Context: an optimization exercise on an open-source flow, tuned for small area. The choices shown serve that exercise and are no tape-out recipe. RTL that was checked went through simulation tests only; none was proved equivalent to the original. Power and IR drop assume default switching activity.

Design relaymux, start of the top module:
module relaymux (
    input  logic        clk,
    input  logic        rst,
    input  logic        tick,
    input  logic [1:0]  btn_raw,
    input  logic        cmd_valid,
    input  logic [31:0] cmd_data,
    input  logic        cmd_last,
    input  logic        cmd_err,
    input  logic        rsp_ready,
    output logic [7:0]  relay_out,
    output logic        cmd_ready,
    output logic        rsp_valid,
    output logic [31:0] rsp_data,
    output logic        rsp_last,
    output logic        busy,
    output logic [1:0]  man_evt,
    output logic        man_evt_stb
);
clock: 10.0 ns
lec_check: 0
cap_margin: 20
core_margin: 2
core_utilization: 40
place_density: 0.6
slew_margin: 20
standard.sh (not shown) runs the stock make flow with config.mk's settings and CLKGATE_MAP_FILE= SYNTH_SCRIPT=/design/flow/synth_recipe.tcl, a recipe that flattens the netlist after the stock synthesis.
==> flow/flow/run.sh <==
#!/bin/bash
# The standard synthesis, then the standard layout with: the ports
# buffered by the smallest buffer, one tie cell per constant kept as
# synthesis made it, and a clock tree of clkbuf_8 without dummy loads.
# ORFS writes each step's log under orfs/logs; the make output of each part
# goes to its own log here.
set -euo pipefail
bash standard.sh synth > synth.log 2>&1
export BUFFER_PORTS_ARGS="-buffer_cell sky130_fd_sc_hd__buf_1"
export SKIP_REPAIR_TIE_FANOUT=1
export CTS_ARGS="-sink_clustering_enable -repair_clock_nets -buf_list sky130_fd_sc_hd__clkbuf_8 -dont_use_dummy_load"
bash standard.sh finish > layout.log 2>&1
Change:
==> flow/flow/run.sh (replaced) <==
#!/bin/bash
# The standard synthesis, then the standard layout with: the ports
# buffered by the smallest buffer, one tie cell per constant kept as
# synthesis made it, a clock tree of clkbuf_8 without dummy loads, and
# non-critical gates sized down after global routing. ORFS writes each
# step's log under orfs/logs; the make output of each part goes to its own
# log here.
set -euo pipefail
bash standard.sh synth > synth.log 2>&1
export BUFFER_PORTS_ARGS="-buffer_cell sky130_fd_sc_hd__buf_1"
export SKIP_REPAIR_TIE_FANOUT=1
export RECOVER_POWER=100
export CTS_ARGS="-sink_clustering_enable -repair_clock_nets -buf_list sky130_fd_sc_hd__clkbuf_8 -dont_use_dummy_load"
bash standard.sh finish > layout.log 2>&1
What happened: Now the flow finished but fails on max-capacitance violations, max-slew violations; count of clock-buffer cells in the layout is unchanged; die area is unchanged; via count is lower by 0.35%; non-clock buffer count is unchanged; area after synthesis does not change; power hardly moves; final area is lower by 0.97%; synthesized cell count is unchanged; fmax is lower by 16%.
Change:
==> flow/flow/run.sh (replaced) <==
#!/bin/bash
# The standard synthesis, then the standard layout with: the ports
# buffered by the smallest buffer, synthesis buffers removed at floorplan,
# one tie cell per constant kept as
# synthesis made it, and a clock tree of clkbuf_8 without dummy loads.
# ORFS writes each step's log under orfs/logs; the make output of each part
# goes to its own log here.
set -euo pipefail
bash standard.sh synth > synth.log 2>&1
export BUFFER_PORTS_ARGS="-buffer_cell sky130_fd_sc_hd__buf_1"
export SKIP_REPAIR_TIE_FANOUT=1
export REMOVE_ABC_BUFFERS=1
export CTS_ARGS="-sink_clustering_enable -repair_clock_nets -buf_list sky130_fd_sc_hd__clkbuf_8 -dont_use_dummy_load"
bash standard.sh finish > layout.log 2>&1
- GPL_TIMING_DRIVEN: not set -> 0
Result: This time the run ran to the end with no violations; sequential cell count stays the same; area after synthesis does not change; maximum frequency rises by roughly a tenth; worst setup slack gets better by 0.75 ns; critical path depth goes down by 2; cell area goes up slightly; routed wire length fell by a few percent; utilization rose by 0.50 points; first-iteration DRC count rises by a quarter to a third; total power went down slightly; die area does not change.
No functional check of the RTL was part of any run of this note.

relaymux, a different RTL version from the one above (not shown whole).
For scale: roughly 890 cells after synthesis, about 78 flip-flops, roughly 88 I/O pins, about 7100 um2 of cells after synthesis.
Settings: LEC_CHECK=0, CAP_MARGIN=20, CORE_MARGIN=2, CORE_UTILIZATION=40, CTS_BUF_LIST=sky130_fd_sc_hd__clkbuf_8, CTS_CLUSTER_DIAMETER=200, CTS_CLUSTER_SIZE=40, PLACE_DENSITY=0.6, SLEW_MARGIN=20; clock period 10.0 ns.
==> flow/flow/run.sh <==
#!/bin/bash
# The standard synthesis, then the standard layout with: the ports
# buffered by the smallest buffer, one tie cell per constant kept as
# synthesis made it, and non-critical gates sized down after global
# routing. ORFS writes each step's log under orfs/logs; the make output of
# each part goes to its own log here.
set -euo pipefail
bash standard.sh synth > synth.log 2>&1
export BUFFER_PORTS_ARGS="-buffer_cell sky130_fd_sc_hd__buf_1"
export SKIP_REPAIR_TIE_FANOUT=1
export RECOVER_POWER=100
bash standard.sh finish > layout.log 2>&1
Change:
--- a/flow/flow/run.sh
+++ b/flow/flow/run.sh
@@ -4,3 +4,4 @@
-# synthesis made it, and non-critical gates sized down after global
-# routing. ORFS writes each step's log under orfs/logs; the make output of
-# each part goes to its own log here.
+# synthesis made it, a clock tree of clkbuf_8 without dummy loads, and
+# non-critical gates sized down after global routing. ORFS writes each
+# step's log under orfs/logs; the make output of each part goes to its own
+# log here.
@@ -11,0 +13 @@
+export CTS_ARGS="-sink_clustering_enable -repair_clock_nets -buf_list sky130_fd_sc_hd__clkbuf_8 -dont_use_dummy_load"
Settings changed: CTS_BUF_LIST sky130_fd_sc_hd__clkbuf_8 to default, CTS_CLUSTER_DIAMETER 200 to default, CTS_CLUSTER_SIZE 40 to default.
Effect:
- sequential share of layout area came out higher by 0.27 points
- worst setup slack is about the same
- area after synthesis stays the same
- worst hold slack barely changes
- total power came out lower by a few percent
- maximum frequency barely changes
- clock skew came out higher by 0.019 ns
- cell area came out lower slightly
- synthesized cell count is unchanged
- first-iteration DRC count came out higher by a few percent
- count of clock-buffer cells in the layout stays the same

-- afterwards: timing with drivers on the ports --
Ports are ideal in the flow. The routed layouts listed here were re-timed in OpenROAD.
Step 1, drivers: a clkbuf_16 drives clk and a buf_2 each remaining input, both assumed.
Step 2 times the ports against the registers' clock, not the clock port: input delays grow and output delays shrink by t, the midpoint of the rising clock arrivals with the driver on.
Slacks: ideal ports / drivers / drivers and shift; pairs: ideal ports / drivers.
run | shift t [ns] | setup WS [ns] | worst setup path after step 2 | clock arrival spread, ns | worst slew at a driven data input, ns
the first run of note 1 | 0.414 | 3.141 / 3.155 / 2.741 | input to register | 0.012 / 0.012 | 0.03
the second run of note 1 | 0.412 | 1.867 / 1.880 / 1.468 | input to register | 0.011 / 0.011 | 0.03
the third run of note 1 | 0.406 | 2.616 / 2.629 / 2.223 | input to register | 0.021 / 0.021 | 0.03
the first run of note 2 | 0.420 | 2.825 / 2.839 / 2.419 | input to register | 0.018 / 0.018 | 0.03
the second run of note 2 | 0.408 | 2.823 / 2.839 / 2.431 | input to register | 0.037 / 0.037 | 0.03
For the first run of note 2, which loses most, drivers alone change the setup slack by +0.014 ns; drivers and shift together by -0.406 ns.
